Background: an optimization exercise with open tools, aiming at small area, a short achievable clock period and few clock cycles per item. Do not read the settings as production practice. In this exercise RTL edits were held to simulation tests only and were not proved equivalent to the original.

## flow/design.v (module list and top-level ports; edited modules follow where they fit)
// module hme_fsearch: 887 lines
module hme_fsearch (
    input  wire         clk,
    input  wire         rst,
    input  wire         start,
    input  wire [4:0]   grid_rows_m1,    
    input  wire [4:0]   grid_cols_m1,    
    output reg          busy,
    output reg          done,
    output wire         ref_req,
    output wire [8:0]   ref_y,
    output wire [8:0]   ref_x,
    input  wire [127:0] ref_row,
    output wire         tgt_req,
    output wire [8:0]   tgt_y,
    output wire [8:0]   tgt_x,
    input  wire [127:0] tgt_row,
    output reg          res_valid,
    output wire [4:0]   res_mb_row,
    output wire [4:0]   res_mb_col,
    output wire [4:0]   res_dy,
    output wire [4:0]   res_dx,
    output wire [15:0]  res_cost
);
  // ...
==> flow/flow/run.sh <==
#!/bin/bash
# The standard layout, with the smallest buffer (buf_1) on the ports
# instead of the one buffer_ports picks by default.
set -euo pipefail
cd "$(dirname "$0")/.."
export BUFFER_PORTS_ARGS="-buffer_cell sky130_fd_sc_hd__buf_1"
bash standard.sh > standard.log 2>&1
==> flow/standard.sh <==
#!/bin/bash
# synth_recipe.tcl (not shown) runs the flow's synth.tcl, then flattens the netlist and writes it again
# the make line also repeats each setting of config.mk as NAME=value (left out here)
make -C /OpenROAD-flow-scripts/flow DESIGN_CONFIG=/design/flow/config.mk WORK_HOME=/design/flow/orfs CLKGATE_MAP_FILE= SYNTH_SCRIPT=/design/flow/synth_recipe.tcl "${@:-finish}"
==> flow/config.mk <==
export PLATFORM = sky130hd
export DESIGN_NAME = hme_fsearch
export DESIGN_NICKNAME = hme_fsearch
export VERILOG_FILES = /design/flow/design.v
export SDC_FILE = /design/flow/constraint.sdc
export NUM_CORES = 4
export LEC_CHECK = 0
export CAP_MARGIN = 20
export CORE_MARGIN = 2
export CORE_UTILIZATION = 25
export CTS_CLUSTER_DIAMETER = 80
export CTS_CLUSTER_SIZE = 30
export PLACE_DENSITY = 0.5
export SLEW_MARGIN = 20
==> flow/constraint.sdc <==
create_clock -name core_clock -period 22.0 [get_ports {clk}]
set_input_delay 4.4000 -clock core_clock [delete_from_list [all_inputs] [get_ports {clk}]]
set_output_delay 4.4000 -clock core_clock [all_outputs]
set_load 0.01 [all_outputs]
==> metrics.md, run 1 <==
| Metric | Value |
|---|---|
| Signal buffers | `~360` |
| Fin util | `between 20% and 30%` |
| Area leader, netlist | `dfxtp_1` |
| Worst Setup Slack, final | `roughly 15 ns` |
| CTS buffer count | `21` |
| Final period utilization | `33.7%` |
| Syn Area/Cell | `9.52 um2` |
| Top cell category | `multi-input gates` |
| Starting Density | `around a quarter` |
| Critical-path top delay cell | `or4_1` |
| Max FFs per register | `roughly 110` |
| Routed wl met2 | `26900 um` |
| Largest family of logic cells by synthesized area | `adder cells` |
| Status | `complete, no violations` |
| Iter 0 DRT Violations | `roughly 700` |
| First-pass GRT wire length | `between 80000 and 90000 um` |
| Achievable Freq | `0.135 GHz` |
| Async set-reset flop share out of synthesis | `0%` |
| Nets@finish | `between 3000 and 4000` |
| Placed insts | `approximately 3600` |
| I/O pins | `approximately 350` |
| Area after DPL | `around 23000 um2` |
| Final GP Congestion | `about 0.85` |
| Clock network area share | `between 3 and 4%` |
| Global route hottest layer | `met2` |
| Delay-heaviest family, CP | `adder cells` |
| Count leader, synth | `inv_1` |
| Critical path fanouts, max | `7` |
| Final Cell Area | `24200 um2` |
| Root buf cell | `clkbuf_16` |
| Logic inverters | `between 300 and 400` |
| Comb_multi_in | `between 1000 and 1500` |
| WP depth | `22` |
| CP Cell Sequence | `inv_1, fa_1, inv_1, fa_1, fa_1, fa_1, fa_1, inv_1, fa_1, inv_1, fa_1, ha_1, a21o_1, a311oi_1, o221ai_1, a311o_1, a21oi_2, nand4b_2, o21ai_0, or4_1, mux2i_1, nor2_1` |
| Total grt overflow | `0` |
| Fill cells | `a little under 9000` |
| Pre-Repair DR Iteration Count | `5` |
| Detail Placement HPWL | `slightly above 50000 um` |
| FFs & Latches | `between 200 and 300` |
| R2r setup slk | `about 15 ns` |
| Max-Cap Viols | `0` |
| Share of layout cells above drive strength 1 | `roughly 3.9%` |
Testbench counts, summed over its fixed seeds: cycles 202,040, mbs 298.
==> run 2, diff against run 1 <==
--- a/flow/design.v
+++ b/flow/design.v
@@ -843,18 +843,16 @@
             g_new     <= 1'b0;
             g_rad     <= 4'd0;
             g_a       <= 5'sd0;
             g_b       <= 5'sd0;
             g_cy      <= 5'sd0;
             g_cx      <= 5'sd0;
             g_done    <= 1'b0;
             best_cost <= 16'hffff;
-            best_dy   <= 5'sd0;
-            best_dx   <= 5'sd0;
         end
         if (start && !busy) begin
             gr_m1     <= grid_rows_m1;
             gc_m1     <= grid_cols_m1;
             mb_r      <= 5'd0;
             mb_c      <= 5'd0;
             busy      <= 1'b1;
             run       <= 1'b1;
@@ -863,18 +861,16 @@
             g_new     <= 1'b0;
             g_rad     <= 4'd0;
             g_a       <= 5'sd0;
             g_b       <= 5'sd0;
             g_cy      <= 5'sd0;
             g_cx      <= 5'sd0;
             g_done    <= 1'b0;
             best_cost <= 16'hffff;
-            best_dy   <= 5'sd0;
-            best_dx   <= 5'sd0;
         end
         if (rst) begin
             busy      <= 1'b0;
             done      <= 1'b0;
             res_valid <= 1'b0;
             run       <= 1'b0;
             g_done    <= 1'b1;
             g_wait    <= 1'b0;
==> flow/run.sh (new file) <==
#!/bin/bash
# synth_recipe.tcl (not shown) runs the flow's synth.tcl, then flattens the netlist and writes it again
# the make line also repeats each setting of config.mk as NAME=value (left out here)
make -C /OpenROAD-flow-scripts/flow DESIGN_CONFIG=/design/flow/config.mk WORK_HOME=/design/flow/orfs CLKGATE_MAP_FILE= SYNTH_SCRIPT=/design/flow/synth_recipe.tcl finish
==> flow/config.mk (replaced) <==
export PLATFORM = sky130hd
export DESIGN_NAME = hme_fsearch
export DESIGN_NICKNAME = hme_fsearch
export VERILOG_FILES = /design/flow/design.v
export SDC_FILE = /design/flow/constraint.sdc
export NUM_CORES = 4
export LEC_CHECK = 0
export CAP_MARGIN = 20
export CORE_MARGIN = 2
export CORE_UTILIZATION = 25
export PLACE_DENSITY = 0.5
export SLEW_MARGIN = 20
removed: flow/flow/run.sh
removed: flow/standard.sh
==> metrics.md, run 2 <==
| Metric | Value |
|---|---|
| Actual transition at the worst max-transition pin | `about 1.1 ns` |
| Hold Buf Count CTS | `0` |
| Syn Area/Cell | `9.48 um2 (-0.48%)` |
| Share of layout cells above drive strength 1 | `4.46% (+0.61 points)` |
| Post-cts sizing count | `0` |
| Achievable Freq | `0.130 GHz (-3.3%)` |
| Most frequent cells in the layout | `inv_1 (385), clkdlybuf4s50_1 (341), dfxtp_1 (258), ha_1 (245), xnor2_1 (204)` |
| Initial antenna violation count | `2` |
| Critical path fanouts, max | `31 (+24)` |
| Pre-Repair DR Iteration Count | `5 (unchanged)` |
| Synth warnings | `1` |
| DRC Markers | `0` |
| Clk buf depth | `3` |
| Status | `complete, no violations` |
| Number of enable flip-flop cells after synthesis | `20` |
| Nets@finish | `3229 (+1.4%)` |
| Final Skew | `roughly 0.029 ns` |
| Period minus WS final | `between 7 and 8 ns` |
| Synth cell count leaders | `inv_1 (386), dfxtp_1 (259), ha_1 (245)` |
| WL final | `~61000 um` |
| Synth cell types | `91` |
| Top cells by area, synth | `dfxtp_1 (25%), ha_1 (15%), fa_1 (13%)` |
| Setup Fix Bufs, Post-CTS | `0` |
| I/O pins | `346 (unchanged)` |
| Die height | `slightly below 300 um` |
| Rows | `approximately 110` |
| Final setup fails | `0` |
| Syn Inst Count | `about 2200` |
| CTS buffer count | `35 (+67%)` |
| Largest net degree at the start of global routing | `32` |
| Clock latency (worst-skew pair) | `between 0.5 and 0.6 ns` |
| Delay-heaviest family, CP | `adder cells` |
| Vias in the first global route | `~16000` |
| Final period utilization | `34.9% (+1.2 points)` |
| Sequential share of the synthesized area | `27.4%` |
| Iter 0 DRT Violations | `549 (-22%)` |
| CP Data Required Time | `approximately 22 ns` |
| Max FFs per register | `108 (unchanged)` |
| DR vias | `around 15000` |
| CP Cell Sequence | `inv_1, fa_1, fa_1, fa_1, fa_1, inv_1, fa_1, inv_1, fa_1, inv_1, fa_1, ha_1, a21o_1, a2111oi_0, o211ai_1, nand3_1, o21ai_0, xnor2_1, nand2_1, or2_2, clkinv_1, nor3_1, a31oi_1` |
| Critical path capture point type | `flip-flop` |
| Worst path max stage delay | `between 0.8 and 0.9 ns` |
| Max-Cap Viols | `0 (unchanged)` |
| Antenna Nets Post-Route | `0` |
| Worst min path class | `reg -> reg` |
| Area leader, netlist | `dfxtp_1` |
| Async set-reset flop share out of synthesis | `0% (unchanged)` |
| RSZ-0062 raised after global routing | `false` |
| Die ar. | `a little under 90000 um2` |
| Max Slew Vio Count | `0` |
| Leading cell type in the layout, fill and taps excluded | `inv_1` |
| Mapped Area | `about 21000 um2` |
| Share of the synthesized area in the top cell type | `about a quarter` |
| Crit path launch type | `flip-flop` |
| Post-Layout Cell Count | `~3700` |
| Antenna diodes | `0` |
| Starting Density | `25.3% (+0.13 points)` |
| Final Cell Area | `27000 um2 (+12%)` |
| Total GRT Usage | `14.1%` |
| Root buf cell | `clkbuf_16` |
| Detail Placement HPWL | `52200 um (+1.8%)` |
| Crit Path Class | `reg -> reg` |
| Final GP Congestion | `0.881 (+4.0%)` |
| Final hold viol count | `0` |
| Die width | `~300 um` |
| Placed insts | `3671 (+2.3%)` |
| Port bufs | `341` |
| Most used cell, CP | `fa_1` |
| Clk sink count | `279` |
| First-pass GRT wire length | `92700 um (+4.9%)` |
| Ys flop type | `dfxtp_1` |
| Biggest register | `d_cs` |
| Vias per std cell | `4.15` |
| H-tree level count | `2` |
| WL per Instance | `between 15 and 20 um` |
| Count leader, synth | `inv_1` |
| Area growth, synth to finish | `27.9%` |
| Area after DPL | `25800 um2 (+10%)` |
| CTS clk-pin slew, worst paths | `roughly 0.06 ns` |
| Core area | `about 84000 um2` |
| CP arrival | `~8.1 ns` |
| Number of synthesized register bits | `about 280` |
| CTS tree | `yes` |
| Pre-CTS WS | `13.83 ns` |
| Worst Setup Slack, final | `14.32 ns (-0.257 ns)` |
| Total grt overflow | `0 (unchanged)` |
| Final setup TNS | `0 ns` |
| Critical-path top delay cell | `clkinv_1` |
| Buf/Inv on CP | `5` |
| Max_slew headroom | `between 20% and 30%` |
run 2: changes by cell type in the layout (fill, tap and decap cells not counted), sizes merged, moves of 16 or more:
cell	previous run	this run
nand2	54	74
clkdlybuf4s50	0	341
mux2i	36	20
clkbuf	21	45
nor2	158	122
buf	355	8
run 2: logic make-up (layout without fill, tap and decap cells):
logic type	after synthesis	after routing	share of synthesized area [%]
multiplexers	37	37	1.85
AND/OR/NAND/NOR	435	435	10.7
buffers and inverters	431	798	7.98
other	1	4	0.0177
adder cells (fa/ha/maj)	386	386	27.9
AO/OA/AOI/OAI	352	352	11.3
XOR/XNOR	309	309	12.9
flip-flops	279	279	27.4
run 2: metrics by stage:
stage / utilization [%] / hold WS, ns
global route: 32.3 / 0.324
CTS: 32.3 / 0.314
global placement: 30.8 / 0.310
detailed placement: 30.8 / 0.312
finish: 32.3 / 0.310
floorplan: - / 0.310
run 2: path summary, 6_finish.rpt:
path / start / to / slack (ns) / depth (start not counted)
min reg2reg: r_acc[3] / x_acc[3] / 0.31 / 0
min: r_acc[3] / x_acc[3] / 0.31 / 0
max: d_cs[52] / best_cost[14] / 14.32 / 23
max reg2reg: d_cs[52] / best_cost[14] / 14.32 / 23
run 2: area by class of cell:
cell class                 instances  area, um2
fill                            8761      56700
multi-input combinational       1523      13700
sequential                       279       5790
timing repair buffer             349       3470
inverter                         386       1450
tap                             1134       1420
clock buffer                      45        996
clock inverter                    18        225
run 2: metal layers:
| layer | track usage [%] | vias to the layer above | part of all wire (%) | routed length, um |
|---|---|---|---|---|
| met5 | 0 | - | 0.044 | 27 |
| met4 | 3.46 | 4 | 2.2 | 1360 |
| met3 | 3.30 | 60 | 6.0 | 3650 |
| met2 | 25.8 | 303 | 51 | 31200 |
| met1 | 16.4 | 7166 | 40 | 24500 |
| li1 | - | 7959 | - | - |
Testbench counts of run 2, summed over its fixed seeds: cycles 202,040, mbs 298.

==> afterwards: timing with drivers on the ports <==
Ports are ideal in the flow. The routed layouts listed here were re-timed in OpenROAD. Step 1 sets driving cells, clkbuf_16 on the clock port and buf_2 on the other inputs (assumed; they add their load-dependent delay and slew). Step 2, shift: input delay + t, output delay - t, t = (earliest + latest rising clock arrival at the registers) / 2. This alone moves slack from input paths to output paths. a / b / c = no drivers / after step 1 / after step 2; a / b = the first two.
run	shift t [ns]	setup slack, ns	clock arrival spread, ns	worst register clock-pin slew, ns
run 1	0.602	14.577 / 14.577 / 14.421	0.045 / 0.044	0.11 / 0.11
run 2	0.601	14.320 / 14.320 / 13.894	0.029 / 0.030	0.06 / 0.06
After both steps every run listed still meets setup and hold. The setup slack of run 2, which loses most, moves by 0.000 ns with the drivers and by -0.426 ns with both steps.
